Source: an optimization exercise on an open RTL-to-GDS flow (aim: small area, a short achievable clock period and few clock cycles per item). Production flows keep margins and buffers that such runs may drop.
In this exercise RTL edits were held to simulation tests only and were not proved equivalent to the original.
Power and IR drop assume default switching activity.

==> design/flow/design.v <==
module vesc_fext (
    input  wire       clk,
    input  wire       rst,
    input  wire       in_valid,
    input  wire [7:0] in_data,
    input  wire       in_last,
    output wire       in_ready,
    output wire       out_valid,
    output wire [7:0] out_data,
    output wire       out_last,
    output wire       out_found,
    output wire [6:0] out_len,
    input  wire       out_ready
);
    localparam DEPTH = 128;
    localparam S_LOAD  = 4'd0,
               S_SCAN  = 4'd1,
               S_LEN1  = 4'd2,
               S_LEN2  = 4'd3,
               S_BOUND = 4'd4,
               S_TERM  = 4'd5,
               S_CRC   = 4'd6,
               S_CMPHI = 4'd7,
               S_CMPLO = 4'd8,
               S_OUT   = 4'd9;
    function [15:0] crc_step;
        input [15:0] c;
        input [7:0]  b;
        reg   [15:0] t;
        begin
            t = {c[7:0], c[15:8]};
            t = t ^ {8'h00, b};
            t = t ^ {12'h000, t[7:4]};
            t = t ^ {t[3:0], 12'h000};
            t = t ^ {3'b000, t[7:0], 5'b00000};
            crc_step = t;
        end
    endfunction
    reg [7:0]  mem [0:DEPTH-1];
    reg [3:0]  state;
    reg [7:0]  n;           
    reg        overflow;    
    reg [6:0]  i;           
    reg [15:0] len;         
    reg [6:0]  ptr;         
    reg [15:0] cnt;         
    reg [15:0] crc;
    reg [7:0]  sum_hi;      
    reg        found;
    wire [16:0] e_end = {10'd0, i} + {1'b0, len} + 17'd6;
    wire tail_ok = ({1'b0, i} + 8'd7) <= n;
    reg  [6:0] rd_addr;
    always @(*) begin
        case (state)
            S_SCAN:  rd_addr = i;
            S_LEN1:  rd_addr = i + 7'd1;
            S_LEN2:  rd_addr = i + 7'd2;
            S_TERM:  rd_addr = e_end[6:0] - 7'd1;
            S_CMPHI: rd_addr = e_end[6:0] - 7'd3;
            S_CMPLO: rd_addr = e_end[6:0] - 7'd2;
            default: rd_addr = ptr;
        endcase
    end
    wire [7:0] rd_data = mem[rd_addr];
    assign in_ready  = (state == S_LOAD);
    assign out_valid = (state == S_OUT);
    assign out_found = found;
    assign out_len   = found ? len[6:0] : 7'd0;
    assign out_data  = (found && len != 16'd0) ? rd_data : 8'h00;
    assign out_last  = !found || len == 16'd0 || cnt == 16'd1;
    always @(posedge clk) begin
        if (state == S_LOAD && in_valid && !overflow && n != DEPTH)
            mem[n[6:0]] <= in_data;
    end
    always @(posedge clk) begin
        if (rst) begin
            state    <= S_LOAD;
            n        <= 8'd0;
            overflow <= 1'b0;
            i        <= 7'd0;
            len      <= 16'd0;
            ptr      <= 7'd0;
            cnt      <= 16'd0;
            crc      <= 16'd0;
            sum_hi   <= 8'd0;
            found    <= 1'b0;
        end else begin
            case (state)
                S_LOAD: begin
                    if (in_valid) begin
                        if (n == DEPTH)
                            overflow <= 1'b1;
                        else
                            n <= n + 8'd1;
                        if (in_last) begin
                            i     <= 7'd0;
                            state <= S_SCAN;
                        end
                    end
                end
                S_SCAN: begin
                    if (overflow || !tail_ok) begin
                        found <= 1'b0;
                        state <= S_OUT;
                    end else if (rd_data == 8'h03) begin
                        state <= S_LEN1;
                    end else begin
                        i <= i + 7'd1;
                    end
                end
                S_LEN1: begin
                    len[15:8] <= rd_data;
                    state     <= S_LEN2;
                end
                S_LEN2: begin
                    len[7:0] <= rd_data;
                    state    <= S_BOUND;
                end
                S_BOUND: begin
                    if (e_end <= {9'd0, n}) begin
                        state <= S_TERM;
                    end else begin
                        i     <= i + 7'd1;
                        state <= S_SCAN;
                    end
                end
                S_TERM: begin
                    if (rd_data == 8'h03) begin
                        crc   <= 16'd0;
                        ptr   <= i + 7'd3;
                        cnt   <= len;
                        state <= S_CRC;
                    end else begin
                        i     <= i + 7'd1;
                        state <= S_SCAN;
                    end
                end
                S_CRC: begin
                    if (cnt == 16'd0) begin
                        state <= S_CMPHI;
                    end else begin
                        crc <= crc_step(crc, rd_data);
                        ptr <= ptr + 7'd1;
                        cnt <= cnt - 16'd1;
                    end
                end
                S_CMPHI: begin
                    sum_hi <= rd_data;
                    state  <= S_CMPLO;
                end
                S_CMPLO: begin
                    if ({sum_hi, rd_data} == crc) begin
                        found <= 1'b1;
                        ptr   <= i + 7'd3;
                        cnt   <= len;
                        state <= S_OUT;
                    end else begin
                        i     <= i + 7'd1;
                        state <= S_SCAN;
                    end
                end
                S_OUT: begin
                    if (out_ready) begin
                        if (out_last) begin
                            n        <= 8'd0;
                            overflow <= 1'b0;
                            found    <= 1'b0;
                            state    <= S_LOAD;
                        end else begin
                            ptr <= ptr + 7'd1;
                            cnt <= cnt - 16'd1;
                        end
                    end
                end
                default: state <= S_LOAD;
            endcase
        end
    end
endmodule
==> design/flow/run.sh <==
#!/bin/bash
# synth_recipe.tcl (not shown) runs the flow's synth.tcl, then flattens the netlist and writes it again
# the make line also repeats each setting of config.mk as NAME=value (left out here)
make -C /OpenROAD-flow-scripts/flow DESIGN_CONFIG=/design/flow/config.mk WORK_HOME=/design/flow/orfs CLKGATE_MAP_FILE= SYNTH_SCRIPT=/design/flow/synth_recipe.tcl finish
==> design/flow/config.mk <==
export PLATFORM = sky130hd
export DESIGN_NAME = vesc_fext
export DESIGN_NICKNAME = vesc_fext
export VERILOG_FILES = /design/flow/design.v
export SDC_FILE = /design/flow/constraint.sdc
export NUM_CORES = 4
export LEC_CHECK = 0
export CAP_MARGIN = 20
export CORE_MARGIN = 2
export CORE_UTILIZATION = 40
export SLEW_MARGIN = 20
==> design/flow/constraint.sdc <==
create_clock -name core_clock -period 10.0 [get_ports {clk}]
set_input_delay 2.0000 -clock core_clock [delete_from_list [all_inputs] [get_ports {clk}]]
set_output_delay 2.0000 -clock core_clock [all_outputs]
set_load 0.01 [all_outputs]
==> notes.md <==
-- metal layers --
layer	vias up	GRT usage, %
li1	13050	-
met1	15170	32.71
met2	1590	35.38
met3	293	5.314
met4	4	7.817
met5	-	0
-- report_power, final --
part / internal (mW) / leakage (nW) / switching [mW]
combinational: 2.96 / 5.56 / 6.07
sequential: 5.10 / 9.88 / 0.0388
clock: 2.18 / 1.66 / 1.79
total: 10.2 / 17.1 / 7.90
-- worst paths after layout --
kind	endpoint	cells past startpoint	slack, ps	start
worst max-delay path	out_data[0]	18	690	state[3]$_SDFFE_PP0P_
worst max register to register	i[0]$_SDFFE_PP0P_	21	2240	state[3]$_SDFFE_PP0P_
worst min register to register	cnt[11]$_SDFFE_PP0P_	2	480	cnt[11]$_SDFFE_PP0P_
worst min-delay path	cnt[11]$_SDFFE_PP0P_	2	480	cnt[11]$_SDFFE_PP0P_
-- layout make-up --
cell class | instances | area (µm²) | share of cell area [%]
Antenna cell | 3 | 7.507 | 0.01427
Clock buffer | 138 | 2899 | 5.511
Clock inverter | 60 | 510.5 | 0.9704
Inverter | 42 | 157.7 | 0.2997
Multi-Input combinational cell | 2033 | 13640 | 25.93
Sequential cell | 1108 | 32430 | 61.65
Tap cell | 1524 | 1907 | 3.625
Timing Repair Buffer | 121 | 1056 | 2.007
-- logic make-up after synthesis --
group           after synthesis
compound gates              610
xor+xnor                     62
fa+ha+maj                    45
buf+inv                     238
flops                      1108
mux                         221
simple gates               1095
-- cells in the mapped netlist, types with 40 or more instances --
library cell / n / area share (%)
ha_1: 43 / 1.1
inv_1: 42 / 0.33
mux2i_1: 119 / 2.5
nor3_1: 40 / 0.42
xnor2_1: 41 / 0.76
dfxtp_1: 84 / 3.6
edfxtp_1: 1024 / 65
nand2_1: 483 / 3.8
o21ai_0: 61 / 0.65
nor2_1: 275 / 2.2
buf_2: 86 / 0.91
a21oi_1: 168 / 1.8
nand3_1: 141 / 1.5
a22oi_1: 56 / 0.89
mux4_2: 93 / 4.4
a31oi_1: 47 / 0.62
clkbuf_1: 59 / 0.47
-- metrics by stage --
stage          cell area (µm²)  utilization (%)  hold WS (ps)
6_report                 52610            45.15         480.7
5_1_grt                  52600            45.14         503.9
3_5_place_dp             49160            42.19         475.9
3_3_place_gp             49150            42.18         476.9
2_1_floorplan            47130                -         451.8
4_1_cts                  52570            45.11         484.4
-- registers in the layout (all words and copies together), names as in the netlist --
register / flops
n: 8
crc: 16
cnt: 16
sum_hi: 8
overflow: 1
i: 7
len: 16
state: 4
ptr: 7
found: 1
mem: 1024
-- worst min-delay path: cells and delay by family, from the launching register on --
kind | cells | cell delay [ps]
and+or+nand+nor | 1 | 60
AOI/OAI and AO/OA | 1 | 50
DFF | 1 | 320
==> notes.md <==
- Outcome: complete, no violations
- GR Overflow Total: 0
- DRT Pass-1 Iters: 6
- Mux share of post-synthesis cell area: between 7 and 8%
- Post-synth ARST share: 0%
- CTS Buf Count: 111
- Post-Syn Nets: ~3400
- CTS Root Cell: clkbuf_16
- Post-place setup slack: 1623 ps
- Commonest non-fill, non-tap cell in the layout: edfxtp_1
- Largest net degree at the start of global routing: between 100 and 150
- Total core area: approximately 120000 µm²
- CP most frequent cell: and2_1
- Synth unique cells: a little over 90
- DR top layer: met5
- Max Clock Skew: ~68 ps
- Vias: 30110
- CP max stage cell: or4_1
- Layout net count: 3475
- Vias in the first global route: around 28000
- Synth Area in XOR/XNOR: under 10%
- # Max-Cap Violations: 0
- First-pass GRT wire length: around 200000 µm
- RSZ-0062 raised after global routing: no
- Hold Crit Class: flop to flop
- Period utilization: between 90 and 100%
- Initial antenna violation count: 3
- Worst setup margin: approximately 690 ps
- WL met1: about 60000 µm
- EDFF count, synth: 1024
- Drt via density: about 6
- Wire length on met2: approximately 64000 µm
- Arr. time, crit path: approximately 7300 ps
- Most frequent cells in the layout: edfxtp_1, nand2_1, nor2_1, a21oi_1, nand3_1
- Synth Instances: 3379
- Static leakage: 17.09 nW
- Clock transition at path regs: roughly 60 ps
- # fillers: ~10000
- Final WL: approximately 140000 µm
- Initial Util: 40.45%
- Synth Area in Adders: roughly 1.2%
- DP HPWL: ~90000 µm
- Power per cell area: about 350 nW/µm²
- #FFs+latches synth: 1108
- Crit path max-delay family: simple AND/OR/NAND/NOR gates
- WL/cell: between 20 and 30 µm
- Final hold violations: 0
- Worst Path Max Fanout: 39
- Synth Area in Compound Gates: approximately 8.8%
- RD Place Congestion: 0.9435
- Max Freq: 0.1074 GHz
- Pwr Total: between 15 and 20 mW
- Post_cts resized: 0
- Setup TNS Final: 0 ps
- Largest stage delay, worst path: 740 ps
- Simple-Gate Fraction of Synth Area: between 10% and 20%
- Port Buffers: 31
- Die W: 347.3 µm
- Buffer and inverter count on the worst path: 3
- Crit. End Element: primary output
- Req. time, crit path: 8000 ps
- H-Tree Depth: 3
- Synth warn: 1
- Area Growth Syn to Fin: 11.62%
- Row count: between 100 and 150
- Die Ht: 347.3 µm
- Cells along the critical path: buf_4 -> nor2b_4 -> and2_1 -> nand2_1 -> fa_1 -> xor2_1 -> a21oi_1 -> o22ai_1 -> o21a_4 -> buf_12 -> nor2_1 -> a32oi_1 -> nand4_1 -> nand3_1 -> or4_1 -> and2_1 -> nor2b_1 -> clkdlybuf4s50_1
- Largest family of logic cells by synthesized area: simple AND/OR/NAND/NOR gates
- Minimum clock period: ~9300 ps
- Gr usage total: 23.19%
- Layout cell share with drive strength beyond 1: a little under an eighth
- IR Drop Worst-Case VDD: between 0.0003 and 0.0004 V
- Hold_buf cts: 0
- Post-synthesis sequential area ratio: roughly 69%
- Dpl cells: 4827
- Avg Synthesized Cell Area: 13.95 µm²
- Post-synth top flop: edfxtp_1
- Drt drc: 0
- # setup viols final: 0
- Clock Path Buffers: 3
- Clk sinks: approximately 1100
- DIE AREA: about 120000 µm²
- Routed Antenna Nets: 0
- CP Launch Type: flop
- Slew HR: 25.62%
- WL met3: about 14000 µm
- Final Instance Count excl. Fillers: ~5000
- Setup Crit Path Kind: flop to primary output
- Post-CTS Setup Bufs: 0
- Pins over their slew limit: 0
- Number of I/O pins: 32
- Worst-margin pin slew: 1116 ps
- DR iter-0 viols: around 3900
- Synth Cell Area: 47130 µm²
- CTS tree: done
- Clock latency (worst-skew pair): 730 ps
Testbench counts, summed over its fixed seeds: cycles 234,314, items 1,280.

[re-timing with driven ports]
The flow's constraints put no driver on any port. The routed layout listed below was extracted and timed again, unchanged, in two steps.
Step 1 sets driving cells, clkbuf_16 on the clock port and buf_2 on the other inputs (assumed; they add their load-dependent delay and slew).
Step 2 moves the port delays by t, midway between the first and last clock arrival at a register: inputs arrive t later, outputs are due t later. That takes back most of the time a late clock gives input paths.
a / b / c = no drivers / after step 1 / after step 2; a / b = the first two.
t (ns): 0.764
setup slack, ns: 0.686 / 0.618 / 1.381
worst setup path after step 2: register to output
latest minus earliest clock arrival (ns): 0.077 / 0.077
cell pins on the clock port's net: 1
After both steps setup and hold are still met in this run. The setup slack of this run moves by -0.068 ns with the drivers and by +0.695 ns with both steps.
